This design comes from an exercise in tuning for small area on the open sky130 flow, not from production work. Where RTL was checked, it was by simulation tests only, not by an equivalence proof against the original. Only the layout flow was run in run 5; the RTL was not checked for function there. The clock port is modelled as an ideal driver; clocking choices that lean on that would not hold on a real chip. Power and IR drop assume default switching activity.

`flow/config.mk`:
```
export PLATFORM = sky130hd
export DESIGN_NAME = u2v2_framer
export DESIGN_NICKNAME = u2v2_framer
export VERILOG_FILES = /design/flow/design.v
export SDC_FILE = /design/flow/constraint.sdc
export NUM_CORES = 4
export LEC_CHECK = 0
export CAP_MARGIN = 20
export CORE_MARGIN = 2
export CORE_UTILIZATION = 40
export PLACE_DENSITY = 0.6
export SLEW_MARGIN = 20
```
`flow/constraint.sdc`:
```
create_clock -name core_clock -period 10.0 [get_ports {clk}]
set_input_delay 2.0000 -clock core_clock [delete_from_list [all_inputs] [get_ports {clk}]]
set_output_delay 2.0000 -clock core_clock [all_outputs]
set_load 0.01 [all_outputs]
```
`flow/design.v`:
```
module u2v2_packet_decoder (
    input  wire [7:0]  head,
    input  wire [7:0]  tap,
    input  wire [7:0]  ck_lo,
    input  wire [7:0]  in_data,
    input  wire [11:0] acc,
    input  wire        ld,
    input  wire        add_en,
    input  wire        xor_en,
    output wire        head02,
    output wire        in02,
    output wire        in03,
    output wire        sum_ok,
    output wire [11:0] acc_nx,
    output wire [7:0]  tail_rot
);
    localparam [7:0] START     = 8'h02;
    localparam [7:0] END_MARK  = 8'h03;
    localparam [7:0] KEY_CONST = 8'h26;
    assign head02 = (head == START);
    assign in02   = (in_data == START);
    assign in03   = (in_data == END_MARK);
    assign sum_ok = (&acc) & (tap[7:4] == 4'd0);
    assign tail_rot = head ^ (xor_en ? (~acc[7:0] ^ KEY_CONST) : 8'h00);
    wire [7:0]  b = add_en ? tap : 8'd0;
    wire [12:0] cy;
    wire [11:0] sum;
    assign cy[0] = 1'b0;
    genvar g;
    generate
        for (g = 0; g < 12; g = g + 1) begin : g_add
            if (g < 8) begin : g_fa
                assign sum[g]  = acc[g] ^ b[g] ^ cy[g];
                assign cy[g+1] = (acc[g] & b[g]) | (cy[g] & (acc[g] ^ b[g]));
            end else begin : g_ha
                assign sum[g]  = acc[g] ^ cy[g];
                assign cy[g+1] = acc[g] & cy[g];
            end
        end
    endgenerate
    assign acc_nx = ld ? ~{tap[3:0], ck_lo} : sum;
endmodule
module u2v2_framer (
    input  wire        clk,
    input  wire        rst,           
    input  wire        rd_req,
    input  wire        rd_cancel,
    output wire        busy,
    output wire        out_valid,
    output wire [63:0] out_payload,
    output wire        in_ready,
    input  wire        in_valid,
    input  wire [7:0]  in_data
);
    reg [7:0]  r [0:11];
    reg [3:0]  c;
    reg [3:0]  L;
    reg        due;
    reg        busy_q;
    reg [11:0] acc;
    wire aligned = (c == 4'd12);
    wire [7:0] head = r[0];
    wire ld     = due ? (c == 4'd11) : aligned;
    wire add_en = ~due & ~aligned & (c != 4'd11);
    wire xm = due & L[0];
    wire head02, in02, in03, sum_ok;
    wire [7:0]  tail_rot;
    wire [11:0] acc_nx;
    u2v2_packet_decoder u_pd (
        .head     (head),
        .tap      (r[10]),
        .ck_lo    (r[11]),
        .in_data  (in_data),
        .acc      (acc),
        .ld       (ld),
        .add_en   (add_en),
        .xor_en   (xm),
        .head02   (head02),
        .in02     (in02),
        .in03     (in03),
        .sum_ok   (sum_ok),
        .acc_nx   (acc_nx),
        .tail_rot (tail_rot)
    );
    wire can_take = aligned & ~due & ((L <= 4'd12) | (L == 4'd14));
    assign in_ready  = busy_q & ~rd_cancel & can_take;
    wire take = in_ready & in_valid;
    wire good = (L == 4'd14) & sum_ok & in03;
    wire ins  = take & ~good;
    assign busy      = busy_q;
    assign out_valid = busy_q & due & ~L[0] & aligned;
    assign out_payload = {r[2], r[3], r[4], r[5], r[6], r[7], r[8], r[9]};
    integer i;
    always @(posedge clk) begin
        for (i = 0; i < 11; i = i + 1)
            r[i] <= r[i + 1];
        r[11] <= ins ? in_data : tail_rot;
        acc <= acc_nx;
    end
    always @(posedge clk) begin
        if (rst) begin
            busy_q <= 1'b0;
            due    <= 1'b0;
            L      <= 4'd0;
            c      <= 4'd12;
        end else begin
            if (!busy_q)
                busy_q <= rd_req;
            else if (out_valid | rd_cancel)
                busy_q <= 1'b0;
            if (!ins)
                c <= (c == 4'd1) ? 4'd12 : c - 4'd1;
            if (out_valid)
                due <= 1'b0;
            if (take) begin
                if (good) begin
                    due <= 1'b1;
                    L   <= 4'd15;
                end else if (L == 4'd0)
                    L <= in02 ? 4'd1 : 4'd0;
                else if (L == 4'd14)
                    L <= head02 ? 4'd13 : 4'd15;
                else
                    L <= L + 4'd1;
            end else if (!due) begin
                if (L == 4'd15) begin
                    if (head02)
                        L <= c;
                    else if (c == 4'd1)
                        L <= 4'd0;
                end else if (L == 4'd13 && c == 4'd1)
                    L <= 4'd14;
            end else if (c == 4'd1) begin
                L <= 4'd0;
            end
        end
    end
endmodule
```
`flow/flow/run.sh`:
```
#!/bin/bash
# Standard layout, with single-drive port buffers, a clock tree without
# dummy loads and power (size) recovery after global routing.
set -euo pipefail
bash standard.sh \
  "BUFFER_PORTS_ARGS=-buffer_cell sky130_fd_sc_hd__buf_1" \
  "CTS_ARGS=-sink_clustering_enable -repair_clock_nets -dont_use_dummy_load -buf_list sky130_fd_sc_hd__clkbuf_4" \
  "RECOVER_POWER=100" \
  finish > make_finish.log 2>&1
```
`flow/standard.sh`:
```
#!/bin/bash
# synth_recipe.tcl (not shown) runs the flow's synth.tcl, then flattens the netlist and writes it again
# the make line also repeats each setting of config.mk as NAME=value (left out here)
make -C /OpenROAD-flow-scripts/flow DESIGN_CONFIG=/design/flow/config.mk WORK_HOME=/design/flow/orfs CLKGATE_MAP_FILE= SYNTH_SCRIPT=/design/flow/synth_recipe.tcl "${@:-finish}"
```
==> summary.txt, run 1 <==
----------------------------------------------------
[CTS]
  TritonCTS clock tree ... built
  Number of gates resized after CTS ... 0
  Clk pin slew, worst setup/hold paths ... 0.09 ns
  Maximum number of buffers from clock root to sink ... 2
  TritonCTS Buffers ... 17
  Clock insertion delay at the later pin of the skew report ... 0.48 ns
  Post-CTS setup buffer count ... 0
  Hold-fix buffers at CTS ... 0
  Root Buffer Master ... sky130_fd_sc_hd__clkbuf_4
  Count of clock tree sinks ... 118
  CTS HTree Levels ... 4

[STA]
  Fmax ... 0.170 GHz
  Total Neg Setup Slack ... 0 ns
  Final setup vio count ... 0
  Unrepaired setup endpoints after global routing ... false
  Worst-case clock skew ... 0.0283 ns
  Relative slew slack ... -42.0%
  Final setup margin ... 4.11 ns
  Time the final worst path needs with I/O delays and setup ... 5.89 ns
  Transition time at the pin with the least slew margin ... 2.11 ns
  Final count of hold timing violations ... 0
  Share of the clock period used by the worst path ... 58.9%
  Max-slew violation count ... 34

[Hold path]
  Startpoint of the most critical hold path ... r[2][6]$_DFF_P_
  Worst Hold Class ... reg2reg

[Routing]
  DRT iter0 DRCs ... 80
  Total met3 wirelength after detailed routing ... 309 µm
  Post-route met1 wirelength ... 3.15 mm
  Top routing layer in use ... met4
  Post-detailed-route count of antenna-violating nets ... 0
  # DRC ... 0
  DR vias/cell ... 4.79
  Amount of wire on met2 after detailed routing ... 3.29 mm
  Number of iterations in the first detailed-routing pass ... 4
  Routed via count ... 2,423
  Wire length after detailed routing ... 6.86 mm
  Average wire per standard cell ... 13.6 µm

[Yosys]
  Number of instances in the synthesized netlist ... 309
  Dominant combinational cell family by area after synthesis ... simple AND/OR/NAND/NOR gates
  Fraction of synthesized cell area taken by the top area cell type ... 64.0%
  Flip-flop and latch count after synthesis ... 118
  Share of the synthesized netlist area taken by xor and xnor gates ... 2.14%
  Proportion of synthesized area in mux cells ... 1.66%
  Number of flops mapped to enable cells by yosys ... 0
  Basic-gate share of the synthesized area counting and, or, nand and nor cells ... 12.5%
  Number of synthesis warnings ... 3
  Most used flip-flop cell after synthesis ... sky130_fd_sc_hd__dfxtp_1
  Fraction of the mapped netlist area in compound gates ... 9.32%
  Post-synthesis async set-or-reset flop share ... 0%
  Cell with the most instances after synthesis ... sky130_fd_sc_hd__dfxtp_1
  Synthesized net count ... 340
  Syn Area/Cell ... 11.9 µm²
  Largest area contributor in the synthesized netlist ... sky130_fd_sc_hd__dfxtp_1
  Most frequent cells after synthesis ... sky130_fd_sc_hd__dfxtp_1 (118), sky130_fd_sc_hd__nand2_1 (29), sky130_fd_sc_hd__o21ai_0 (20)
  Netlist area before placement ... 0.00369 mm²
  Leading cell types by total area after synthesis ... sky130_fd_sc_hd__dfxtp_1 (64%), sky130_fd_sc_hd__fa_1 (3.8%), sky130_fd_sc_hd__ha_1 (3.7%), sky130_fd_sc_hd__nand2_1 (2.9%), sky130_fd_sc_hd__o21ai_0 (2.7%)
  Share of synthesized area occupied by flip-flops and latches ... 64.0%
  Number of different library cells in the post-synthesis netlist ... 58
  Post-Synth Adder-Cell Area ... 7.53%

[Finish]
  Ant diodes ... 0
  Area of all sequential standard cells ... 0.00236 mm²
  Fraction of final layout cells with drive strength greater than 1 ... 6.58%
  Non-filler cells, final ... 506
  Layout filler cell count ... 869
  Final net count ... 428
  Layout Area Growth over Synthesis ... 12.7%
  Post-route core utilization ... 45.7%
  Post-route cell area ... 0.00416 mm²
  Multi-input combinational cell area ... 0.00118 mm²

[Critical path]
  Crit-path max FO ... 23
  Critical Path AT ... 6.11 ns
  Required time of the critical path ... 10.21 ns
  Category of the worst setup path capture point ... flop
  Kind of start point of the critical path ... primary input
  Worst flop-to-flop path startpoint ... L[0]$_SDFFE_PP0P_
  Category of the most critical setup path ... in2reg
  Critical path launch point ... rd_cancel

[Pwr]
  P_leak ... 1.64 nW
  Areal power density over the cells ... 225 mW/mm²
  Peak supply drop ... 108 µV

[Floorplanning]
  Area of the die ... 0.0100 mm²
  Die span in y ... 100 µm
  Std cell rows ... 35
  Overall die width ... 100 µm
  Num ports ... 80
  Core area ... 0.00911 mm²
  Starting density of the core ... 40.5%

[GRT]
  Total congestion overflow after global routing ... 0
  Largest net degree at the start of global routing ... 24
  First-pass GRT wire length ... 11.2 mm
  GRT Total Usage ... 14.8%
  Vias in the first global route ... 2,429
  Number of antenna violations at the first check in global routing ... 0

[Run status]
  Run status ... failed layout checks
  SO Faults ... capacitance limit, slew limit

[Place]
  Final weighted congestion in routability-driven placement ... 0.886
  Cell Count Post-Placement ... 489
  Number of port buffers ... 79
  Dpl cell area ... 0.00407 mm²
  Pre-CTS worst setup slack ... 5.20 ns
  Post-detailed-placement half-perimeter wirelength ... 4.91 mm

[Run]
  Maxcap violations ... 2

----------------------------------------------------
-- stage by stage --
step / power, mW / hold slack, ns
floorplan: 0.689 / 0.310
global route: 1.02 / 0.319
CTS: 0.956 / 0.321
global placement: 0.733 / 0.313
detailed placement: 0.738 / 0.312
finish: 0.936 / 0.327
-- path summary, 6_finish.rpt --
kind                            slack [ns]  depth (start not counted)                to
worst max register to register        4.88                          6  r[11][6]$_DFF_P_
worst min register to register        0.33                          0   r[1][6]$_DFF_P_
worst max-delay path                  4.11                          5  r[11][6]$_DFF_P_
worst min-delay path                  0.33                          0   r[1][6]$_DFF_P_
-- power breakdown --
part,internal (mW),switching [mW]
clock,0.0778,0.136
sequential,0.525,0.0404
combinational,0.0720,0.0855
total,0.674,0.261
-- per-layer routing --
metal  up-vias  track usage (%)
met5         -                0
met4         0             6.74
met3        11             6.06
met2        59             23.3
met1      1147             17.8
li1       1206                -
-- worst max-delay path, cell delays in order --
cell and delay [ns]:
sky130_fd_sc_hd__buf_1 0.08, sky130_fd_sc_hd__or2_0 0.21, sky130_fd_sc_hd__a2111oi_0 1.65, sky130_fd_sc_hd__a21boi_0 1.70
sky130_fd_sc_hd__o21ai_0 0.46
-- flip-flops by register name, indices dropped and copies added, names as in the netlist --
register	cells
L	4
due	1
r	96
acc	12
busy_q	1
c	4
-- cell usage in the layout, fill, tap and decap left out, types with 11 or more instances in the layout --
cell type and count:
sky130_fd_sc_hd__inv_1 14, sky130_fd_sc_hd__nand2_1 29, sky130_fd_sc_hd__buf_1 78, sky130_fd_sc_hd__a21oi_1 11, sky130_fd_sc_hd__nor2_1 13, sky130_fd_sc_hd__clkbuf_4 17
sky130_fd_sc_hd__o21ai_0 21, sky130_fd_sc_hd__dfxtp_1 118, sky130_fd_sc_hd__ha_1 11
-- area by class of cell --
class	count	share of cell area (%)
multi-input cells	167	28.4
repair buffers	79	7.13
clock buffers	17	3.07
well taps	111	3.34
flip-flops and latches	118	56.8
inverters	14	1.26
-- cells by family (layout without fill, tap and decap cells) --
group                    after synthesis  after routing
flip-flops                           118            118
AND/OR/NAND/NOR                       84             84
AO/OA/AOI/OAI                         50             50
buffers and inverters                 24            110
adder cells (fa/ha/maj)               18             18
XOR/XNOR                               9              9
multiplexers                           6              6
==> inputs of run 2 (changes only) <==
==> flow/flow/run.sh (replaced) <==
#!/bin/bash
# Standard layout, with single-drive port buffers, a clock tree without
# dummy loads and power (size) recovery after global routing, followed by
# a slew/capacitance repair (flow/post_grt.tcl).
set -euo pipefail
here=$(pwd)
bash standard.sh \
  "BUFFER_PORTS_ARGS=-buffer_cell sky130_fd_sc_hd__buf_1" \
  "CTS_ARGS=-sink_clustering_enable -repair_clock_nets -dont_use_dummy_load -buf_list sky130_fd_sc_hd__clkbuf_4" \
  "RECOVER_POWER=100" \
  "POST_GLOBAL_ROUTE_TCL=$here/flow/post_grt.tcl" \
  finish > make_finish.log 2>&1
==> flow/flow/post_grt.tcl (new file) <==
# Sourced by ORFS at the end of global routing (POST_GLOBAL_ROUTE_TCL), after
# power recovery has downsized gates: fix the max-slew and max-capacitance
# violations the downsizing can leave, re-legalise, reroute the changed
# nets and rewrite the route guides.
global_route -start_incremental
repair_design_helper
detailed_placement
global_route -end_incremental
estimate_parasitics -global_routing
report_check_types -max_slew -max_capacitance -violators
write_guides $::env(RESULTS_DIR)/route.guide
==> summary.txt, run 2 <==
----------------------------------------------------
[Critical path]
  Kind of start point of the critical path ... flop
  Category of the most critical setup path ... reg2reg
  Slowest cell on crit path ... sky130_fd_sc_hd__a21oi_1
  Critical Path AT ... 5.15 ns
  Most Frequent Cell on Critical Path ... sky130_fd_sc_hd__fa_1
  Largest stage delay on the critical path ... 0.47 ns
  Category of the worst setup path capture point ... flop
  Crit-path cells ... inv_1, ha_1, mux2_2, a21oi_1, and2_0, ha_1, inv_1, fa_1, fa_1, inv_1, fa_1, fa_1, fa_1, fa_1, inv_1, fa_1, inv_1, ha_1, ha_1, ha_1, xor2_1, nand2_1, o21ai_0
  Required time of the critical path ... 10.37 ns
  Crit-path max FO ... 8

[CTS]
  Clk pin slew, worst setup/hold paths ... 0.09 ns
  CTS HTree Levels ... 4
  Hold-fix buffers at CTS ... 0
  Clock insertion delay at the later pin of the skew report ... 0.48 ns
  TritonCTS Buffers ... 17
  Number of gates resized after CTS ... 0
  Root Buffer Master ... sky130_fd_sc_hd__clkbuf_4
  TritonCTS clock tree ... built
  Post-CTS setup buffer count ... 0
  Maximum number of buffers from clock root to sink ... 2
  Count of clock tree sinks ... 118

[Place]
  Cell Count Post-Placement ... 489
  Post-detailed-placement half-perimeter wirelength ... 4.91 mm
  Final weighted congestion in routability-driven placement ... 0.886
  Dpl cell area ... 0.00407 mm²
  Pre-CTS worst setup slack ... 5.20 ns
  Number of port buffers ... 79

[Routing]
  Number of iterations in the first detailed-routing pass ... 4
  Post-detailed-route count of antenna-violating nets ... 0
  DR vias/cell ... 4.79
  Routed via count ... 2,427
  # DRC ... 0
  Average wire per standard cell ... 13.5 µm
  Wire length after detailed routing ... 6.86 mm
  DRT iter0 DRCs ... 67

[Floorplanning]
  Overall die width ... 100 µm
  Die span in y ... 100 µm
  Area of the die ... 0.0100 mm²
  Starting density of the core ... 40.5%
  Std cell rows ... 35
  Num ports ... 80
  Core area ... 0.00911 mm²

[GRT]
  Largest net degree at the start of global routing ... 24
  GRT Total Usage ... 14.8%
  First-pass GRT wire length ... 11.2 mm
  Number of antenna violations at the first check in global routing ... 0
  Total congestion overflow after global routing ... 0
  Vias in the first global route ... 2,429

[Yosys]
  Post-synthesis async set-or-reset flop share ... 0%
  Fraction of synthesized cell area taken by the top area cell type ... 64.0%
  Cell with the most instances after synthesis ... sky130_fd_sc_hd__dfxtp_1
  Number of different library cells in the post-synthesis netlist ... 58
  Syn Area/Cell ... 11.9 µm²
  Flip-flop and latch count after synthesis ... 118
  Number of flops mapped to enable cells by yosys ... 0
  Synthesized net count ... 340
  Leading cell types by total area after synthesis ... sky130_fd_sc_hd__dfxtp_1 (64%), sky130_fd_sc_hd__fa_1 (3.8%), sky130_fd_sc_hd__ha_1 (3.7%), sky130_fd_sc_hd__nand2_1 (2.9%), sky130_fd_sc_hd__o21ai_0 (2.7%)
  Most frequent cells after synthesis ... sky130_fd_sc_hd__dfxtp_1 (118), sky130_fd_sc_hd__nand2_1 (29), sky130_fd_sc_hd__o21ai_0 (20)
  Largest area contributor in the synthesized netlist ... sky130_fd_sc_hd__dfxtp_1
  Netlist area before placement ... 0.00369 mm²
  Number of synthesis warnings ... 3
  Share of synthesized area occupied by flip-flops and latches ... 64.0%
  Number of instances in the synthesized netlist ... 309
  Most used flip-flop cell after synthesis ... sky130_fd_sc_hd__dfxtp_1

[Pwr]
  Areal power density over the cells ... 224 mW/mm²
  P_leak ... 1.65 nW
  Total power ... 0.936 mW
  Peak supply drop ... 108 µV

[Finish]
  Top library cells by usage in the layout, fill and taps aside ... sky130_fd_sc_hd__dfxtp_1 (118), sky130_fd_sc_hd__buf_1 (78), sky130_fd_sc_hd__nand2_1 (29)
  Flip-flop count of the largest register, all copies and words added ... 96
  Largest registers ... r x96, acc x12
  Most frequent standard cell in the layout excluding fill and tap cells ... sky130_fd_sc_hd__dfxtp_1
  Post-route cell area ... 0.00418 mm²
  Ant diodes ... 0
  Final net count ... 429
  Fraction of final layout cells with drive strength greater than 1 ... 7.32%
  Layout Area Growth over Synthesis ... 13.3%
  Top register by number of flip-flops ... r
  Non-filler cells, final ... 507

[STA]
  Final setup margin ... 5.23 ns
  Max-slew violation count ... 0
  Fmax ... 0.209 GHz
  Final setup vio count ... 0
  Time the final worst path needs with I/O delays and setup ... 4.77 ns
  Final count of hold timing violations ... 0
  Total Neg Setup Slack ... 0 ns
  Worst-case clock skew ... 0.0284 ns
  Transition time at the pin with the least slew margin ... 0.880 ns
  Relative slew slack ... 41.2%
  Share of the clock period used by the worst path ... 47.7%

[Run status]
  Run status ... no timing/DRC/antenna violations

[Run]
  Maxcap violations ... 0

[Hold path]
  Worst Hold Class ... reg2reg

----------------------------------------------------
==> run 2: final cells by class <==
| cell class | count | area (µm²) |
|---|---|---|
| multi-input combinational | 167 | 1190 |
| clock buffer | 17 | 128 |
| sequential | 118 | 2360 |
| tap | 111 | 139 |
| inverter | 14 | 52.6 |
| timing repair buffer | 80 | 308 |
| fill | 865 | 4930 |
==> run 2: stage by stage <==
stage               hold WS (ns)  util, %
floorplan                  0.310        -
global placement           0.313     44.7
detailed placement         0.312     44.7
CTS                        0.321     46.1
finish                     0.327     45.9
==> run 2: worst max-delay path, delay by kind of cell, from the launching register on <==
family                     cells  cell delay (ns)
DFF                            1             0.44
buffers and inverters          5             0.33
and+or+nand+nor                2             0.26
adders and majority gates     12             2.70
muxes                          1             0.27
xor gates and xnor gates       1             0.15
AOI/OAI and AO/OA              2             0.56
==> run 2: path summary, 6_finish.rpt <==
path	cells after the start	start	slack, ns	endpoint
worst min register to register	0	r[2][6]$_DFF_P_	0.33	r[1][6]$_DFF_P_
worst max-delay path	23	c[0]$_SDFFE_PP0N_	5.23	acc[11]$_DFF_P_
worst max register to register	23	c[0]$_SDFFE_PP0N_	5.23	acc[11]$_DFF_P_
worst min-delay path	0	r[2][6]$_DFF_P_	0.33	r[1][6]$_DFF_P_
==> run 2: cell families (layout without fill, tap and decap cells) <==
group / count (synthesis) / in the layout / share of synthesized area [%]
simple gates: 84 / 84 / 12.5
buf+inv: 24 / 111 / 2.85
fa+ha+maj: 18 / 18 / 7.53
compound gates: 50 / 50 / 9.32
flops: 118 / 118 / 64.0
xor+xnor: 9 / 9 / 2.14
mux: 6 / 6 / 1.66
==> run 2: per-layer routing <==
metal  GRT usage (%)  part of all wire, %  wire length (µm)
met1            17.8                   46              3160
met2            23.3                   48              3320
met3            6.06                  4.2               291
met4            6.74                  1.2                85
met5               0                    0                 0
==> run 2: power breakdown <==
group	total (mW)	internal, mW	switching [mW]
Clock	0.213	0.0778	0.136
Combinational	0.158	0.0722	0.0856
Sequential	0.565	0.525	0.0402
Total	0.936	0.675	0.261
==> inputs of run 3 (changes only) <==
--- a/flow/design.v
+++ b/flow/design.v
@@ -58,10 +58,12 @@
     reg        due;
     reg        busy_q;
     reg [11:0] acc;
-    wire aligned = (c == 4'd12);
+    wire aligned = c[3] & c[2];                
+    wire c_end   = ~c[3] & ~c[2] & ~c[1];      
+    wire c_11    = c[3] & c[1] & c[0];         
     wire [7:0] head = r[0];
-    wire ld     = due ? (c == 4'd11) : aligned;
-    wire add_en = ~due & ~aligned & (c != 4'd11);
+    wire ld     = due ? c_11 : aligned;
+    wire add_en = ~due & ~aligned & ~c_11;
     wire xm = due & L[0];
     wire head02, in02, in03, sum_ok;
     wire [7:0]  tail_rot;
@@ -82,11 +84,19 @@
         .acc_nx   (acc_nx),
         .tail_rot (tail_rot)
     );
-    wire can_take = aligned & ~due & ((L <= 4'd12) | (L == 4'd14));
+    wire L0  = (L == 4'd0);
+    wire L13 = (L == 4'd13);
+    wire L14 = (L == 4'd14);
+    wire L15 = (L == 4'd15);
+    wire can_take = aligned & ~due & ~L13 & ~L15;    
     assign in_ready  = busy_q & ~rd_cancel & can_take;
     wire take = in_ready & in_valid;
-    wire good = (L == 4'd14) & sum_ok & in03;
+    wire good = L14 & sum_ok & in03;
     wire ins  = take & ~good;
+    wire hit  = ~due & L15 & head02;                
+    wire ld13 = take & L14 & ~good & head02;        
+    wire inc  = take ? ((~L0 | in02) & ~ld13)
+                     : (c_end & (L13 | L15) & ~hit);
     assign busy      = busy_q;
     assign out_valid = busy_q & due & ~L[0] & aligned;
     assign out_payload = {r[2], r[3], r[4], r[5], r[6], r[7], r[8], r[9]};
@@ -109,30 +119,14 @@
             else if (out_valid | rd_cancel)
                 busy_q <= 1'b0;
             if (!ins)
-                c <= (c == 4'd1) ? 4'd12 : c - 4'd1;
-            if (out_valid)
-                due <= 1'b0;
-            if (take) begin
-                if (good) begin
-                    due <= 1'b1;
-                    L   <= 4'd15;
-                end else if (L == 4'd0)
-                    L <= in02 ? 4'd1 : 4'd0;
-                else if (L == 4'd14)
-                    L <= head02 ? 4'd13 : 4'd15;
-                else
-                    L <= L + 4'd1;
-            end else if (!due) begin
-                if (L == 4'd15) begin
-                    if (head02)
-                        L <= c;
-                    else if (c == 4'd1)
-                        L <= 4'd0;
-                end else if (L == 4'd13 && c == 4'd1)
-                    L <= 4'd14;
-            end else if (c == 4'd1) begin
-                L <= 4'd0;
-            end
+                c <= c_end ? 4'd12 : c - 4'd1;
+            due <= (take & good) | (due & ~out_valid);
+            if (hit)
+                L <= c;
+            else if (ld13)
+                L <= 4'd13;
+            else if (inc)
+                L <= L + 4'd1;
         end
     end
 endmodule
==> flow/flow/run.sh (replaced) <==
#!/bin/bash
# Standard layout, with single-drive port buffers, a clock tree without
# dummy loads and power (size) recovery after global routing, followed by
# a slew/capacitance repair (flow/post_grt.tcl); heavily loaded clock
# leaves are upsized after CTS (flow/post_cts.tcl).
set -euo pipefail
here=$(pwd)
bash standard.sh \
  "BUFFER_PORTS_ARGS=-buffer_cell sky130_fd_sc_hd__buf_1" \
  "CTS_ARGS=-sink_clustering_enable -repair_clock_nets -dont_use_dummy_load -buf_list sky130_fd_sc_hd__clkbuf_4" \
  "RECOVER_POWER=100" \
  "POST_CTS_TCL=$here/flow/post_cts.tcl" \
  "POST_GLOBAL_ROUTE_TCL=$here/flow/post_grt.tcl" \
  finish > make_finish.log 2>&1
==> flow/flow/post_cts.tcl (new file) <==
# Sourced by ORFS at the end of CTS (POST_CTS_TCL): the clock tree is built
# from clkbuf_4 only, and a leaf that drives many flip-flops can leave their
# clock pins with too slow a slew; upsize those leaves to clkbuf_8.
estimate_parasitics -placement
set upsized 0
foreach inst [get_cells *] {
  if {![string match "sky130_fd_sc_hd__clkbuf_4" [get_property $inst ref_name]]} { continue }
  set out [get_pins -of_objects $inst -filter "direction==output"]
  set loads [get_pins -of_objects [get_nets -of_objects $out] -filter "direction==input"]
  set worst 0
  foreach p $loads {
    foreach k {slew_max_rise slew_max_fall} {
      set v [get_property $p $k]
      if {$v > $worst} { set worst $v }
    }
  }
  if {[llength $loads] >= 11 || $worst > 0.085} {
    puts "upsizing [get_property $inst name]: fanout [llength $loads], slew $worst"
    replace_cell $inst sky130_fd_sc_hd__clkbuf_8
    incr upsized
  }
}
if {$upsized > 0} {
  detailed_placement
  estimate_parasitics -placement
}
==> summary.txt, run 3 <==
----------------------------------------------------
[Critical path]
  Category of the most critical setup path ... in2out
  Required time of the critical path ... 8.00 ns
  Category of the worst setup path capture point ... output pin
  Most Frequent Cell on Critical Path ... sky130_fd_sc_hd__buf_1
  Crit-path max FO ... 3
  Slowest cell on crit path ... sky130_fd_sc_hd__and3_1
  Crit-path cells ... buf_1, nor2_1, and3_1, buf_1
  Critical path launch point ... rd_cancel
  Largest stage delay on the critical path ... 0.17 ns
  Worst flop-to-flop path startpoint ... c[1]$_SDFFE_PP0N_
  Critical Path AT ... 2.53 ns
  Kind of start point of the critical path ... primary input

[Run]
  Maxcap violations ... 0

[Finish]
  Largest registers ... r x96, acc x12
  Fraction of final layout cells with drive strength greater than 1 ... 6.53%
  Top register by number of flip-flops ... r
  Post-route core utilization ... 47.4%
  Layout Area Growth over Synthesis ... 15.1%
  Post-route cell area ... 0.00413 mm²
  Most frequent standard cell in the layout excluding fill and tap cells ... sky130_fd_sc_hd__dfxtp_1
  Top library cells by usage in the layout, fill and taps aside ... sky130_fd_sc_hd__dfxtp_1 (118), sky130_fd_sc_hd__buf_1 (78), sky130_fd_sc_hd__nor2_1 (23)
  Layout filler cell count ... 842
  Multi-input combinational cell area ... 0.00110 mm²
  Area of all sequential standard cells ... 0.00236 mm²
  Flip-flop count of the largest register, all copies and words added ... 96
  Ant diodes ... 0
  Final net count ... 414

[Yosys]
  Syn Area/Cell ... 12.2 µm²
  Cell with the most instances after synthesis ... sky130_fd_sc_hd__dfxtp_1
  Number of different library cells in the post-synthesis netlist ... 46
  Post-synthesis async set-or-reset flop share ... 0%
  Share of synthesized area occupied by flip-flops and latches ... 65.8%
  Synthesized net count ... 322
  Most frequent cells after synthesis ... sky130_fd_sc_hd__dfxtp_1 (118), sky130_fd_sc_hd__nor2_1 (23), sky130_fd_sc_hd__nand2_1 (17)
  Leading cell types by total area after synthesis ... sky130_fd_sc_hd__dfxtp_1 (66%), sky130_fd_sc_hd__fa_1 (3.9%), sky130_fd_sc_hd__ha_1 (3.1%), sky130_fd_sc_hd__nor2_1 (2.4%), sky130_fd_sc_hd__o21ai_0 (2.0%)
  Largest area contributor in the synthesized netlist ... sky130_fd_sc_hd__dfxtp_1
  Number of synthesis warnings ... 3
  Number of instances in the synthesized netlist ... 293
  Most used flip-flop cell after synthesis ... sky130_fd_sc_hd__dfxtp_1
  Number of flops mapped to enable cells by yosys ... 0
  Flip-flop and latch count after synthesis ... 118
  Fraction of synthesized cell area taken by the top area cell type ... 65.8%
  Netlist area before placement ... 0.00359 mm²

[Routing]
  # DRC ... 0
  Post-detailed-route count of antenna-violating nets ... 0
  Average wire per standard cell ... 14.0 µm
  DR vias/cell ... 4.72
  Number of iterations in the first detailed-routing pass ... 4
  Routed via count ... 2,317
  DRT iter0 DRCs ... 72
  Wire length after detailed routing ... 6.88 mm

[STA]
  Share of the clock period used by the worst path ... 45.3%
  Worst-case clock skew ... 0.0267 ns
  Total Neg Setup Slack ... 0 ns
  Final count of hold timing violations ... 0
  Time the final worst path needs with I/O delays and setup ... 4.53 ns
  Final setup margin ... 5.47 ns
  Max-slew violation count ... 0
  Fmax ... 0.221 GHz
  Final setup vio count ... 0
  Transition time at the pin with the least slew margin ... 0.662 ns
  Relative slew slack ... 55.7%

[GRT]
  Largest net degree at the start of global routing ... 24
  GRT Total Usage ... 14.7%
  Vias in the first global route ... 2,222
  Number of antenna violations at the first check in global routing ... 0
  Total congestion overflow after global routing ... 0
  First-pass GRT wire length ... 10.9 mm

[CTS]
  Clk pin slew, worst setup/hold paths ... 0.07 ns
  TritonCTS clock tree ... built
  Count of clock tree sinks ... 118
  Clock insertion delay at the later pin of the skew report ... 0.39 ns

[Pwr]
  Sequential group share of total power ... 59.9%
  P_int ... 0.718 mW
  Areal power density over the cells ... 242 mW/mm²
  Clock group share of total power ... 25.2%
  Total power ... 0.999 mW
  Fraction of power spent switching nets ... 28.2%
  Total net switching power ... 0.282 mW
  P_leak ... 1.61 nW
  Comb pwr share ... 14.9%
  Peak supply drop ... 114 µV

[Floorplanning]
  Num ports ... 80
  Overall die width ... 98.7 µm
  Die span in y ... 98.7 µm
  Starting density of the core ... 41.1%
  Core area ... 0.00872 mm²
  Area of the die ... 0.00974 mm²
  Std cell rows ... 34

[Place]
  Number of port buffers ... 79
  Pre-CTS worst setup slack ... 5.47 ns
  Dpl cell area ... 0.00398 mm²
  Post-detailed-placement half-perimeter wirelength ... 4.82 mm
  Final weighted congestion in routability-driven placement ... 0.815

[Hold path]
  Worst Hold Class ... reg2reg
  Startpoint of the most critical hold path ... r[1][6]$_DFF_P_

[Run status]
  Run status ... no timing/DRC/antenna violations

----------------------------------------------------
==> run 3: cell count changes after synthesis, sizes merged, moves of 3 or more <==
cell    change
nor3        -3
nand4       +6
nor3b       -3
nor2       +10
o21ai       -6
nand2      -12
o211ai      +5
==> run 3: metrics by stage <==
step	cells	hold WS (ns)
6_report	491	0.317
3_5_place_dp	472	0.312
3_3_place_gp	472	0.312
2_1_floorplan	293	0.310
==> run 3: power by group through the flow <==
stage                     clock (mW)  combinational [mW]  sequential [mW]
after floorplan                    0              0.0855            0.613
after global placement             0               0.152            0.608
after detailed placement           0               0.151            0.609
final                          0.252               0.149            0.599
==> run 3: final timing paths <==
path / end / slack [ns] / cells after the start
worst min-delay path: r[0][6]$_DFF_P_ / 0.32 / 0
worst max register to register: acc[11]$_DFF_P_ / 5.50 / 22
worst min register to register: r[0][6]$_DFF_P_ / 0.32 / 0
worst max-delay path: in_ready / 5.47 / 4
==> run 3: cell families after synthesis <==
| group | count (synthesis) | share of synthesized area, % |
|---|---|---|
| simple gates | 79 | 12.3 |
| fa+ha+maj | 16 | 7.04 |
| compound gates | 43 | 8.40 |
| xor+xnor | 10 | 2.44 |
| mux | 5 | 1.43 |
| flops | 118 | 65.8 |
| buf+inv | 22 | 2.58 |
==> run 3: layout make-up <==
cell class,count,area share (%)
flip-flops and latches,118,57.2
multi-input cells,153,26.7
repair buffers,81,7.45
clock buffers,17,4.15
well taps,108,3.27
inverters,14,1.27
==> run 3: critical path: cells and delay by family <==
family / cells / cell delay (ns)
AND/OR/NAND/NOR: 2 / 0.30
buffers and inverters: 2 / 0.23
==> run 3: per-layer routing <==
layer	global-route usage [%]	wire length, µm	vias to the layer above
met1	18.4	3120	1075
li1	-	-	1167
met2	23.2	3270	65
met4	4.74	87	0
met5	0	0	-
met3	6.03	394	10
==> inputs of run 4 (changes only) <==
--- a/flow/flow/post_cts.tcl
+++ b/flow/flow/post_cts.tcl
@@ -14,7 +14,9 @@
       if {$v > $worst} { set worst $v }
     }
   }
-  if {[llength $loads] >= 11 || $worst > 0.085} {
+  set ffs 0
+  foreach p $loads { if {[get_property $p lib_pin_name] == "CLK"} { incr ffs } }
+  if {$ffs > 0 && $worst > 0.100} {
     puts "upsizing [get_property $inst name]: fanout [llength $loads], slew $worst"
     replace_cell $inst sky130_fd_sc_hd__clkbuf_8
     incr upsized
==> summary.txt, run 4 <==
----------------------------------------------------
[Critical path]
  Category of the worst setup path capture point ... output pin
  Crit-path max FO ... 3
  Kind of start point of the critical path ... primary input
  Category of the most critical setup path ... in2out
  Required time of the critical path ... 8.00 ns
  Critical Path AT ... 2.53 ns
  Worst-case register-to-register setup slack ... 5.53 ns

[Yosys]
  Netlist area before placement ... 0.00359 mm²
  Number of flops mapped to enable cells by yosys ... 0
  Leading cell types by total area after synthesis ... sky130_fd_sc_hd__dfxtp_1 (66%), sky130_fd_sc_hd__fa_1 (3.9%), sky130_fd_sc_hd__ha_1 (3.1%), sky130_fd_sc_hd__nor2_1 (2.4%), sky130_fd_sc_hd__o21ai_0 (2.0%)
  Syn Area/Cell ... 12.2 µm²
  Number of instances in the synthesized netlist ... 293
  Flip-flop and latch count after synthesis ... 118
  Cell with the most instances after synthesis ... sky130_fd_sc_hd__dfxtp_1
  Share of synthesized area occupied by flip-flops and latches ... 65.8%
  Largest area contributor in the synthesized netlist ... sky130_fd_sc_hd__dfxtp_1
  Most frequent cells after synthesis ... sky130_fd_sc_hd__dfxtp_1 (118), sky130_fd_sc_hd__nor2_1 (23), sky130_fd_sc_hd__nand2_1 (17)
  Number of synthesis warnings ... 3
  Most used flip-flop cell after synthesis ... sky130_fd_sc_hd__dfxtp_1
  Synthesized net count ... 322
  Number of different library cells in the post-synthesis netlist ... 46
  Fraction of synthesized cell area taken by the top area cell type ... 65.8%
  Post-synthesis async set-or-reset flop share ... 0%

[Place]
  Dpl cell area ... 0.00398 mm²
  Post-detailed-placement half-perimeter wirelength ... 4.82 mm
  Cell Count Post-Placement ... 472
  Final weighted congestion in routability-driven placement ... 0.815
  Number of port buffers ... 79

[Floorplanning]
  Core area ... 0.00872 mm²
  Num ports ... 80
  Std cell rows ... 34
  Area of the die ... 0.00974 mm²
  Die span in y ... 98.7 µm
  Overall die width ... 98.7 µm
  Starting density of the core ... 41.1%

[STA]
  Worst-case clock skew ... 0.0229 ns
  Min Hold Slack ... 0.324 ns
  Time the final worst path needs with I/O delays and setup ... 4.53 ns
  Final setup vio count ... 0
  Transition time at the pin with the least slew margin ... 0.654 ns
  Final count of hold timing violations ... 0
  Share of the clock period used by the worst path ... 45.3%
  Max-slew violation count ... 0
  Total Neg Setup Slack ... 0 ns
  Relative slew slack ... 56.3%
  Fmax ... 0.221 GHz

[CTS]
  TritonCTS clock tree ... built
  Count of clock tree sinks ... 118
  Clk pin slew, worst setup/hold paths ... 0.08 ns
  Clock insertion delay at the later pin of the skew report ... 0.49 ns

[Pwr]
  Areal power density over the cells ... 239 mW/mm²
  P_leak ... 1.61 nW
  Peak supply drop ... 113 µV

[Routing]
  Post-detailed-route count of antenna-violating nets ... 0
  # DRC ... 0
  DR vias/cell ... 4.75
  Average wire per standard cell ... 14.0 µm
  Wire length after detailed routing ... 6.88 mm
  Number of iterations in the first detailed-routing pass ... 4
  DRT iter0 DRCs ... 70
  Routed via count ... 2,333

[GRT]
  Largest net degree at the start of global routing ... 24
  GRT Total Usage ... 14.8%
  Vias in the first global route ... 2,218
  Total congestion overflow after global routing ... 0
  First-pass GRT wire length ... 10.9 mm
  Number of antenna violations at the first check in global routing ... 0

[Finish]
  Non-filler cells, final ... 491
  Final net count ... 414
  Top library cells by usage in the layout, fill and taps aside ... sky130_fd_sc_hd__dfxtp_1 (118), sky130_fd_sc_hd__buf_1 (78), sky130_fd_sc_hd__nor2_1 (23)
  Flip-flop count of the largest register, all copies and words added ... 96
  Fraction of final layout cells with drive strength greater than 1 ... 6.53%
  Ant diodes ... 0
  Layout Area Growth over Synthesis ... 14.6%
  Post-route cell area ... 0.00411 mm²
  Largest registers ... r x96, acc x12
  Top register by number of flip-flops ... r
  Most frequent standard cell in the layout excluding fill and tap cells ... sky130_fd_sc_hd__dfxtp_1

[Run]
  Maxcap violations ... 0

[Run status]
  Run status ... no timing/DRC/antenna violations

[Hold path]
  Worst Hold Class ... reg2reg

----------------------------------------------------
-- run 4: cell types whose count changed in the layout (fill, tap and decap cells not counted) --
| cell | delta |
|---|---|
| sky130_fd_sc_hd__clkbuf_4 | +3 |
| sky130_fd_sc_hd__clkbuf_8 | -3 |
-- run 4: stage by stage --
stage	setup slack, ns	total power [mW]	util, %
floorplan	5.68	0.698	-
global placement	5.49	0.760	45.6
detailed placement	5.47	0.761	45.6
finish	5.47	0.984	47.2
-- run 4: worst paths after layout --
check / startpoint / endpoint / cells after the start
worst max-delay path: rd_cancel / in_ready / 4
worst min register to register: r[8][4]$_DFF_P_ / r[7][4]$_DFF_P_ / 0
worst min-delay path: r[8][4]$_DFF_P_ / r[7][4]$_DFF_P_ / 0
worst max register to register: c[2]$_SDFFE_PP1N_ / acc[11]$_DFF_P_ / 22
-- run 4: worst max-delay path: stages --
cell and delay [ns]:
sky130_fd_sc_hd__buf_1 0.08, sky130_fd_sc_hd__nor2_1 0.13, sky130_fd_sc_hd__and3_1 0.17, sky130_fd_sc_hd__buf_1 0.15
-- run 4: power by group --
group / switching (mW) / internal, mW / leakage [nW]
Sequential: 0.0503 / 0.548 / 0.983
Clock: 0.142 / 0.0942 / 0.0886
Combinational: 0.0877 / 0.0611 / 0.534
-- run 4: cells by family after synthesis --
logic type	count (synthesis)	share of synthesized area [%]
mux	5	1.43
xor+xnor	10	2.44
flops	118	65.8
simple gates	79	12.3
buf+inv	22	2.58
compound gates	43	8.40
fa+ha+maj	16	7.04
-- run 4: cell type report --
class | instances | area, µm²
tap | 108 | 135
timing repair buffer | 81 | 308
multi-input combinational | 153 | 1100
fill | 843 | 4610
clock buffer | 17 | 153
sequential | 118 | 2360
inverter | 14 | 52.6
-- run 4: layer usage --
layer | vias to the layer above | GRT usage, % | share of wire (%) | wire length [µm]
met5 | - | 0 | 0 | 0
met4 | 0 | 5.37 | 1.6 | 112
met3 | 14 | 6.24 | 5.8 | 396
met2 | 67 | 23.0 | 47 | 3240
met1 | 1083 | 18.5 | 46 | 3140
li1 | 1169 | - | - | -
==> inputs of run 5 (changes only) <==
--- a/flow/design.v
+++ b/flow/design.v
@@ -58,13 +58,18 @@
     reg        due;
     reg        busy_q;
     reg [11:0] acc;
-    wire aligned = c[3] & c[2];                
-    wire c_end   = ~c[3] & ~c[2] & ~c[1];      
-    wire c_11    = c[3] & c[1] & c[0];         
+    localparam [3:0] E1 = 4'd1, E11 = 4'd7, E12 = 4'd15, E13 = 4'd14,
+                     E14 = 4'd12, E15 = 4'd8;
+    wire c_low   = ~c[3] & ~c[2] & ~c[1];
+    wire aligned = (c == E12);
+    wire c_end   = c_low;                      
+    wire c_11    = (c == E11);
+    wire [3:0] c_bwd = {c[0] ^ c[3] ^ c_low, c[3], c[2], c[1]};
+    wire [3:0] L_fwd = {L[2:0], L[3] ^ L[2] ^ ~(L[2] | L[1] | L[0])};
     wire [7:0] head = r[0];
     wire ld     = due ? c_11 : aligned;
     wire add_en = ~due & ~aligned & ~c_11;
-    wire xm = due & L[0];
+    wire xm = due & L[3];
     wire head02, in02, in03, sum_ok;
     wire [7:0]  tail_rot;
     wire [11:0] acc_nx;
@@ -85,9 +90,9 @@
         .tail_rot (tail_rot)
     );
     wire L0  = (L == 4'd0);
-    wire L13 = (L == 4'd13);
-    wire L14 = (L == 4'd14);
-    wire L15 = (L == 4'd15);
+    wire L13 = (L == E13);
+    wire L14 = (L == E14);
+    wire L15 = (L == E15);
     wire can_take = aligned & ~due & ~L13 & ~L15;    
     assign in_ready  = busy_q & ~rd_cancel & can_take;
     wire take = in_ready & in_valid;
@@ -98,7 +103,7 @@
     wire inc  = take ? ((~L0 | in02) & ~ld13)
                      : (c_end & (L13 | L15) & ~hit);
     assign busy      = busy_q;
-    assign out_valid = busy_q & due & ~L[0] & aligned;
+    assign out_valid = busy_q & due & ~L[3] & aligned;
     assign out_payload = {r[2], r[3], r[4], r[5], r[6], r[7], r[8], r[9]};
     integer i;
     always @(posedge clk) begin
@@ -112,21 +117,21 @@
             busy_q <= 1'b0;
             due    <= 1'b0;
             L      <= 4'd0;
-            c      <= 4'd12;
+            c      <= E12;
         end else begin
             if (!busy_q)
                 busy_q <= rd_req;
             else if (out_valid | rd_cancel)
                 busy_q <= 1'b0;
             if (!ins)
-                c <= c_end ? 4'd12 : c - 4'd1;
+                c <= c_end ? E12 : c_bwd;
             due <= (take & good) | (due & ~out_valid);
             if (hit)
                 L <= c;
             else if (ld13)
-                L <= 4'd13;
+                L <= E13;
             else if (inc)
-                L <= L + 4'd1;
+                L <= L_fwd;
         end
     end
 endmodule
==> summary.txt, run 5 <==
----------------------------------------------------
[Routing]
  Number of iterations in the first detailed-routing pass ... 4
  # DRC ... 0
  Post-detailed-route count of antenna-violating nets ... 0
  DRT iter0 DRCs ... 92
  DR vias/cell ... 4.86
  Wire length after detailed routing ... 6.78 mm
  Routed via count ... 2,362
  Average wire per standard cell ... 14.0 µm

[Floorplanning]
  Std cell rows ... 34
  Starting density of the core ... 41.0%
  Core area ... 0.00864 mm²
  Die span in y ... 98.1 µm
  Num ports ... 80
  Overall die width ... 98.1 µm
  Area of the die ... 0.00962 mm²

[Yosys]
  Post-synthesis async set-or-reset flop share ... 0%
  Number of instances in the synthesized netlist ... 289
  Share of synthesized area occupied by flip-flops and latches ... 66.7%
  Flip-flop and latch count after synthesis ... 118
  Most frequent cells after synthesis ... sky130_fd_sc_hd__dfxtp_1 (118), sky130_fd_sc_hd__nor2_1 (22), sky130_fd_sc_hd__nand2_1 (16)
  Number of synthesis warnings ... 3
  Most used flip-flop cell after synthesis ... sky130_fd_sc_hd__dfxtp_1
  Fraction of synthesized cell area taken by the top area cell type ... 66.7%
  Netlist area before placement ... 0.00354 mm²
  Largest area contributor in the synthesized netlist ... sky130_fd_sc_hd__dfxtp_1
  Number of different library cells in the post-synthesis netlist ... 50
  Syn Area/Cell ... 12.2 µm²
  Number of flops mapped to enable cells by yosys ... 0
  Cell with the most instances after synthesis ... sky130_fd_sc_hd__dfxtp_1
  Synthesized net count ... 316
  Leading cell types by total area after synthesis ... sky130_fd_sc_hd__dfxtp_1 (67%), sky130_fd_sc_hd__fa_1 (4.0%), sky130_fd_sc_hd__ha_1 (2.5%), sky130_fd_sc_hd__nor2_1 (2.3%), sky130_fd_sc_hd__xor2_1 (1.7%)

[GRT]
  GRT Total Usage ... 15.4%
  First-pass GRT wire length ... 11.3 mm
  Vias in the first global route ... 2,368
  Number of antenna violations at the first check in global routing ... 0
  Largest net degree at the start of global routing ... 22
  Total congestion overflow after global routing ... 0

[CTS]
  Clock insertion delay at the later pin of the skew report ... 0.49 ns
  Clk pin slew, worst setup/hold paths ... 0.08 ns
  Count of clock tree sinks ... 118
  TritonCTS clock tree ... built

[STA]
  Total Neg Setup Slack ... 0 ns
  Relative slew slack ... 45.5%
  Final count of hold timing violations ... 0
  Max-slew violation count ... 0
  Min Hold Slack ... 0.311 ns
  Final setup vio count ... 0
  Transition time at the pin with the least slew margin ... 0.797 ns
  Worst-case clock skew ... 0.0236 ns
  Fmax ... 0.189 GHz
  Share of the clock period used by the worst path ... 52.9%
  Time the final worst path needs with I/O delays and setup ... 5.29 ns

[Finish]
  Top library cells by usage in the layout, fill and taps aside ... sky130_fd_sc_hd__dfxtp_1 (118), sky130_fd_sc_hd__buf_1 (78), sky130_fd_sc_hd__nor2_1 (22)
  Layout filler cell count ... 831
  Area of all sequential standard cells ... 0.00236 mm²
  Layout Area Growth over Synthesis ... 14.9%
  Flip-flop count of the largest register, all copies and words added ... 96
  Largest registers ... r x96, acc x12
  Non-filler cells, final ... 486
  Fraction of final layout cells with drive strength greater than 1 ... 5.56%
  Post-route cell area ... 0.00407 mm²
  Most frequent standard cell in the layout excluding fill and tap cells ... sky130_fd_sc_hd__dfxtp_1
  Post-route core utilization ... 47.1%
  Final net count ... 407
  Multi-input combinational cell area ... 0.00108 mm²
  Ant diodes ... 0
  Top register by number of flip-flops ... r

[Run]
  Maxcap violations ... 0

[Critical path]
  Most Frequent Cell on Critical Path ... sky130_fd_sc_hd__buf_1
  Crit-path max FO ... 3
  Slowest cell on crit path ... sky130_fd_sc_hd__a2111oi_0
  Worst-case reg-to-reg path depth ... 20
  Critical Path AT ... 3.29 ns
  Required time of the critical path ... 8.00 ns
  Crit-path cells ... buf_1, or2_2, a2111oi_0, buf_1
  Category of the most critical setup path ... in2out
  Category of the worst setup path capture point ... output pin
  Largest stage delay on the critical path ... 0.70 ns
  Kind of start point of the critical path ... primary input

[Pwr]
  Peak supply drop ... 114 µV
  Areal power density over the cells ... 213 mW/mm²
  P_leak ... 1.59 nW

[Hold path]
  Worst Hold Class ... reg2reg
  Hold Path Stages ... 0

[Run status]
  Run status ... no timing/DRC/antenna violations

[Place]
  Final weighted congestion in routability-driven placement ... 0.862
  Dpl cell area ... 0.00393 mm²
  Post-detailed-placement half-perimeter wirelength ... 4.90 mm
  Number of port buffers ... 79
  Cell Count Post-Placement ... 469

----------------------------------------------------
[run 5: cell families (layout without fill, tap and decap cells)]
family,after synthesis,count (layout),synth area share (%)
flops,118,118,66.7
simple gates,83,83,12.3
compound gates,40,40,8.09
buf+inv,19,108,2.44
fa+ha+maj,14,14,6.43
xor+xnor,11,11,2.72
mux,4,4,1.27
[run 5: worst paths after layout]
path | start | end | slack [ns]
max | rd_cancel | in_ready | 4.71
min | r[1][2]$_DFF_P_ | r[0][2]$_DFF_P_ | 0.31
max reg2reg | c[1]$_SDFFE_PP1N_ | acc[11]$_DFF_P_ | 5.32
min reg2reg | r[1][2]$_DFF_P_ | r[0][2]$_DFF_P_ | 0.31
[run 5: where the power goes]
group,total [mW],switching (mW),internal (mW)
Clock,0.231,0.140,0.0901
Combinational,0.0878,0.0516,0.0362
Sequential,0.548,0.0302,0.518
Total,0.867,0.222,0.644
[run 5: area by class of cell]
class                   instances  area share [%]
flip-flops and latches        118            58.1
multi-input cells             152            26.6
repair buffers                 79            7.29
clock buffers                  17            3.60
well taps                     108            3.32
inverters                      12            1.11
[run 5: worst max-delay path: cells and delay by family]
family | cells | cell delay, ns
AOI/OAI and AO/OA | 1 | 0.70
and+or+nand+nor | 1 | 0.29
buffers and inverters | 2 | 0.30
[run 5: layer usage]
metal  part of all wire [%]  vias to the layer above  track usage [%]
met5                      0                        -                0
met4                    2.7                        0             7.91
met3                    7.3                       17             6.44
met1                     43                     1096             19.0
met2                     47                       84             23.0
li1                       -                     1165                -
[run 5: per-stage QoR]
stage / worst slack (ns) / power [mW]
3_5_place_dp: 5.04 / 0.650
2_1_floorplan: 5.25 / 0.612
3_3_place_gp: 5.08 / 0.648
6_report: 4.71 / 0.867
==> inputs of run 6 (changes only) <==
==> flow/design.v (replaced) <==
module u2v2_packet_decoder (
    input  wire [7:0] head,
    input  wire [7:0] tap,
    input  wire [7:0] in_data,
    input  wire [7:0] acc,
    input  wire       ld,
    input  wire       add_en,
    input  wire       xor_en,
    output wire       head02,
    output wire       in02,
    output wire       in03,
    output wire [7:0] acc_nx,
    output wire       cy,
    output wire [7:0] xor_out
);
    localparam [7:0] START     = 8'h02;
    localparam [7:0] END_MARK  = 8'h03;
    localparam [7:0] KEY_CONST = 8'h26;
    assign head02 = (head == START);
    assign in02   = (in_data == START);
    assign in03   = (in_data == END_MARK);
    assign xor_out = tap ^ (xor_en ? (~acc ^ KEY_CONST) : 8'h00);
    wire [7:0] b = add_en ? tap : 8'd0;
    wire [8:0] c;
    wire [7:0] sum;
    assign c[0] = 1'b0;
    genvar g;
    generate
        for (g = 0; g < 8; g = g + 1) begin : g_add
            assign sum[g]  = acc[g] ^ b[g] ^ c[g];
            assign c[g+1]  = (acc[g] & b[g]) | (c[g] & (acc[g] ^ b[g]));
        end
    endgenerate
    assign cy     = c[8];
    assign acc_nx = ld ? ~tap : sum;
endmodule
module u2v2_framer (
    input  wire        clk,
    input  wire        rst,           
    input  wire        rd_req,
    input  wire        rd_cancel,
    output wire        busy,
    output wire        out_valid,
    output wire [63:0] out_payload,
    output wire        in_ready,
    input  wire        in_valid,
    input  wire [7:0]  in_data
);
    reg [7:0] r [0:11];
    reg [3:0] c;
    reg [3:0] L;
    reg       due;
    reg       full;
    reg       busy_q;
    reg [7:0] acc;
    wire aligned = c[3] & c[2];                 
    wire c_end   = ~c[3] & ~c[2] & ~c[1];       
    wire c_11    = c[3] & c[1] & c[0];          
    wire c_10    = c[3] & c[1] & ~c[0];         
    wire emptying = due & ~full;                
    wire L15      = (L == 4'd15);
    wire ld       = emptying ? c_10 : c_11;
    wire add_en   = ~due;
    wire xm       = emptying & L[3];
    wire head02, in02, in03, cy;
    wire [7:0] acc_nx;
    wire [7:0] xor_out;
    u2v2_packet_decoder u_pd (
        .head     (r[0]),
        .tap      (r[10]),
        .in_data  (in_data),
        .acc      (acc),
        .ld       (ld),
        .add_en   (add_en),
        .xor_en   (xm),
        .head02   (head02),
        .in02     (in02),
        .in03     (in03),
        .acc_nx   (acc_nx),
        .cy       (cy),
        .xor_out  (xor_out)
    );
    wire sum_ok = (&acc) & (&L) & (r[10][7:4] == 4'd0);
    wire can_take = aligned & ~due & (full | ~L15);
    assign in_ready  = busy_q & ~rd_cancel & can_take;
    wire take = in_ready & in_valid;
    wire good = full & sum_ok & in03;
    wire ins  = take & ~good;
    wire hit  = ~due & ~full & L15 & head02;    
    wire inc  = take ? (~full & (L != 4'd0 | in02))
                     : (full ? (~due & cy) : (c_end & L15 & ~hit));
    assign busy      = busy_q;
    assign out_valid = busy_q & emptying & ~L[3] & aligned;
    assign out_payload = {r[2], r[3], r[4], r[5], r[6], r[7], r[8], r[9]};
    integer i;
    always @(posedge clk) begin
        for (i = 0; i < 11; i = i + 1)
            if (i != 9)
                r[i] <= r[i + 1];
        r[9]  <= xor_out;
        r[11] <= ins ? in_data : r[0];
        acc   <= acc_nx;
    end
    always @(posedge clk) begin
        if (rst) begin
            busy_q <= 1'b0;
            due    <= 1'b0;
            full   <= 1'b0;
            L      <= 4'd0;
            c      <= 4'd12;
        end else begin
            if (!busy_q)
                busy_q <= rd_req;
            else if (out_valid | rd_cancel)
                busy_q <= 1'b0;
            if (!ins)
                c <= c_end ? 4'd12 : c - 4'd1;
            if (take) begin
                if (full) begin
                    due  <= good | head02;
                    full <= ~good & head02;
                end else if (L == 4'd12) begin
                    due  <= 1'b1;
                    full <= 1'b1;
                end
            end else if (out_valid | (due & full & c_11)) begin
                due <= 1'b0;
            end
            if (hit)
                L <= c;
            else if (full & ld)
                L <= ~r[9][3:0];
            else if (take & full)
                L <= 4'd15;
            else if (inc)
                L <= L + 4'd1;
        end
    end
endmodule
==> summary.txt, run 6 <==
----------------------------------------------------
[Run status]
  Run status ... no timing/DRC/antenna violations

[STA]
  Max-slew violation count ... 0
  Fmax ... 0.215 GHz
  Final setup vio count ... 0
  Share of the clock period used by the worst path ... 46.6%
  Worst-case clock skew ... 0.0239 ns
  Final count of hold timing violations ... 0
  Final setup margin ... 5.34 ns
  Time the final worst path needs with I/O delays and setup ... 4.66 ns
  Transition time at the pin with the least slew margin ... 0.976 ns
  Total Neg Setup Slack ... 0 ns
  Relative slew slack ... 34.9%

[Hold path]
  Worst Hold Class ... reg2reg
  Startpoint of the most critical hold path ... r[1][3]$_DFF_P_
  Worst-case hold path end point ... r[0][3]$_DFF_P_
  Hold Path Stages ... 0

[Finish]
  Non-filler cells, final ... 474
  Post-route core utilization ... 46.3%
  Top library cells by usage in the layout, fill and taps aside ... sky130_fd_sc_hd__dfxtp_1 (115), sky130_fd_sc_hd__buf_1 (78), sky130_fd_sc_hd__nor2_1 (18)
  Fraction of final layout cells with drive strength greater than 1 ... 6.01%
  Final net count ... 392
  Largest registers ... r x96, acc x8
  Top register by number of flip-flops ... r
  Most frequent standard cell in the layout excluding fill and tap cells ... sky130_fd_sc_hd__dfxtp_1
  Ant diodes ... 0
  Layout filler cell count ... 821
  Layout Area Growth over Synthesis ... 13.5%
  Flip-flop count of the largest register, all copies and words added ... 96

[Run]
  Maxcap violations ... 0

[Critical path]
  Worst flop-to-flop path startpoint ... due$_SDFFE_PP0P_
  Reg-to-reg endpoint ... L[2]$_SDFFE_PP0P_
  Kind of start point of the critical path ... primary input
  Worst-case reg-to-reg path depth ... 18
  Category of the most critical setup path ... in2out
  Category of the worst setup path capture point ... output pin
  Crit-path max FO ... 4
  Critical Path AT ... 2.66 ns
  Worst-case register-to-register setup slack ... 5.82 ns
  Required time of the critical path ... 8.00 ns

[Yosys]
  Share of the synthesized netlist area taken by xor and xnor gates ... 2.98%
  Share of synthesized area occupied by flip-flops and latches ... 65.4%
  Flip-flop and latch count after synthesis ... 115
  Number of synthesis warnings ... 3
  Synthesized net count ... 305
  Netlist area before placement ... 0.00352 mm²
  Number of flops mapped to enable cells by yosys ... 0
  Most frequent cells after synthesis ... sky130_fd_sc_hd__dfxtp_1 (115), sky130_fd_sc_hd__nor2_1 (18), sky130_fd_sc_hd__nand2_1 (15)
  Syn Area/Cell ... 12.5 µm²
  Most used flip-flop cell after synthesis ... sky130_fd_sc_hd__dfxtp_1
  Post-synthesis async set-or-reset flop share ... 0%
  Proportion of synthesized area in mux cells ... 4.94%
  Leading cell types by total area after synthesis ... sky130_fd_sc_hd__dfxtp_1 (65%), sky130_fd_sc_hd__fa_1 (4.0%), sky130_fd_sc_hd__mux2i_1 (2.3%), sky130_fd_sc_hd__xnor2_1 (2.0%), sky130_fd_sc_hd__nor2_1 (1.9%)
  Dominant combinational cell family by area after synthesis ... simple AND/OR/NAND/NOR gates
  Fraction of synthesized cell area taken by the top area cell type ... 65.4%
  Number of different library cells in the post-synthesis netlist ... 50
  Basic-gate share of the synthesized area counting and, or, nand and nor cells ... 12.0%
  Number of instances in the synthesized netlist ... 281
  Post-Synth Adder-Cell Area ... 5.40%
  Cell with the most instances after synthesis ... sky130_fd_sc_hd__dfxtp_1
  Largest area contributor in the synthesized netlist ... sky130_fd_sc_hd__dfxtp_1
  Fraction of the mapped netlist area in compound gates ... 5.93%

[Floorplanning]
  Overall die width ... 97.8 µm
  Die span in y ... 97.8 µm
  Starting density of the core ... 40.8%
  Std cell rows ... 34
  Core area ... 0.00864 mm²
  Area of the die ... 0.00957 mm²
  Num ports ... 80

[CTS]
  Clk pin slew, worst setup/hold paths ... 0.09 ns
  Count of clock tree sinks ... 115
  TritonCTS clock tree ... built
  Clock insertion delay at the later pin of the skew report ... 0.47 ns

[GRT]
  GRT Total Usage ... 14.5%
  Largest net degree at the start of global routing ... 17
  Number of antenna violations at the first check in global routing ... 0
  Total congestion overflow after global routing ... 0
  Vias in the first global route ... 2,135
  First-pass GRT wire length ... 10.5 mm

[Pwr]
  P_leak ... 1.63 nW
  Total power ... 0.866 mW
  Peak supply drop ... 80.8 µV
  Areal power density over the cells ... 217 mW/mm²

[Routing]
  Routed via count ... 2,214
  Number of iterations in the first detailed-routing pass ... 4
  # DRC ... 0
  Average wire per standard cell ... 13.6 µm
  DRT iter0 DRCs ... 79
  Post-detailed-route count of antenna-violating nets ... 0
  DR vias/cell ... 4.67
  Wire length after detailed routing ... 6.45 mm

[Place]
  Pre-CTS worst setup slack ... 5.37 ns
  Final weighted congestion in routability-driven placement ... 0.781
  Post-detailed-placement half-perimeter wirelength ... 4.66 mm
  Cell Count Post-Placement ... 457
  Number of port buffers ... 79

----------------------------------------------------
==> run 6: cell types whose count changed after synthesis, sizes merged, moves of 4 or more <==
cell,delta
and2,-4
mux2,+7
xnor2,+4
or3,-4
o21ai,-6
mux2i,+5
nor2b,+4
nor2,-4
nand4,-7
==> run 6: worst max-delay path by stage <==
| stage | from | endpoint | slack (ns) |
|---|---|---|---|
| global placement | rd_cancel | in_ready | 5.40 |
| finish | rd_cancel | in_ready | 5.34 |
| floorplan | rd_cancel | in_ready | 5.57 |
| detailed placement | rd_cancel | in_ready | 5.37 |
==> run 6: cells by family after synthesis <==
logic type                 Yosys count
adders and majority gates           11
buffers and inverters               25
DFF                                115
and+or+nand+nor                     73
AOI/OAI and AO/OA                   29
xor gates and xnor gates            12
muxes                               16
==> run 6: area by class of cell <==
type	instances	area (µm²)	share of cell area [%]
clock buffers	17	140	3.51
inverters	14	52.6	1.31
multi-input cells	141	1070	26.8
flip-flops and latches	115	2300	57.6
well taps	108	135	3.38
repair buffers	79	297	7.42
==> run 6: critical path, cell delays in order <==
cell and delay [ns]:
sky130_fd_sc_hd__buf_1 0.08, sky130_fd_sc_hd__nor2_1 0.23, sky130_fd_sc_hd__nand2_1 0.08, sky130_fd_sc_hd__nor2_1 0.10, sky130_fd_sc_hd__buf_1 0.16
==> run 6: power breakdown <==
group	internal (mW)	switching [mW]	leakage (nW)	total, mW
Sequential	0.511	0.0340	0.942	0.545
Clock	0.0860	0.132	0.0834	0.218
Combinational	0.0454	0.0575	0.607	0.103
Total	0.642	0.224	1.63	0.866
==> run 6: layer usage <==
metal / up-vias / global-route usage [%] / routed length [µm]
met5: - / 0 / 0
met2: 48 / 21.5 / 3160
met1: 1047 / 18.4 / 2970
met4: 0 / 6.41 / 57
li1: 1114 / - / -
met3: 5 / 6.16 / 259
==> run 6: metrics by stage <==
stage | hold slack [ns] | area (µm²)
after floorplan | 0.310 | 3520
after global placement | 0.312 | 3890
final | 0.323 | 4000
after detailed placement | 0.312 | 3890

==> afterwards: timing with drivers on the ports <==
In the flow no input, the clock included, has a driving cell. The finished layouts below were timed again as built, in two steps. Step 1, drivers: a clkbuf_16 drives clk and a buf_2 each remaining input, both assumed. Step 2 also shifts input and output timing later by t, the mid clock arrival at the registers, as if the neighbouring blocks saw the same clock. Three values: ideal ports, drivers, drivers and shift; two values: the first two.
| run | t, ns | setup WS [ns] | worst setup path after step 2 | clock arrival spread, ns | worst data-port slew with drivers (ns) |
|---|---|---|---|---|---|
| run 1 | 0.491 | 4.105 / 4.115 / 3.624 | input to register | 0.039 / 0.040 | 0.04 |
| run 2 | 0.489 | 5.226 / 5.226 / 5.226 | register to register | 0.039 / 0.039 | 0.04 |
| run 3 | 0.410 | 5.471 / 5.449 / 5.449 | input to output | 0.028 / 0.028 | 0.04 |
| run 4 | 0.514 | 5.471 / 5.449 / 5.449 | input to output | 0.025 / 0.025 | 0.04 |
| run 5 | 0.510 | 4.714 / 4.694 / 4.694 | input to output | 0.024 / 0.024 | 0.03 |
| run 6 | 0.490 | 5.344 / 5.324 / 5.322 | input to register | 0.025 / 0.025 | 0.04 |
The setup slack of run 1, which loses most, moves by +0.010 ns with the drivers and by -0.481 ns with both steps.
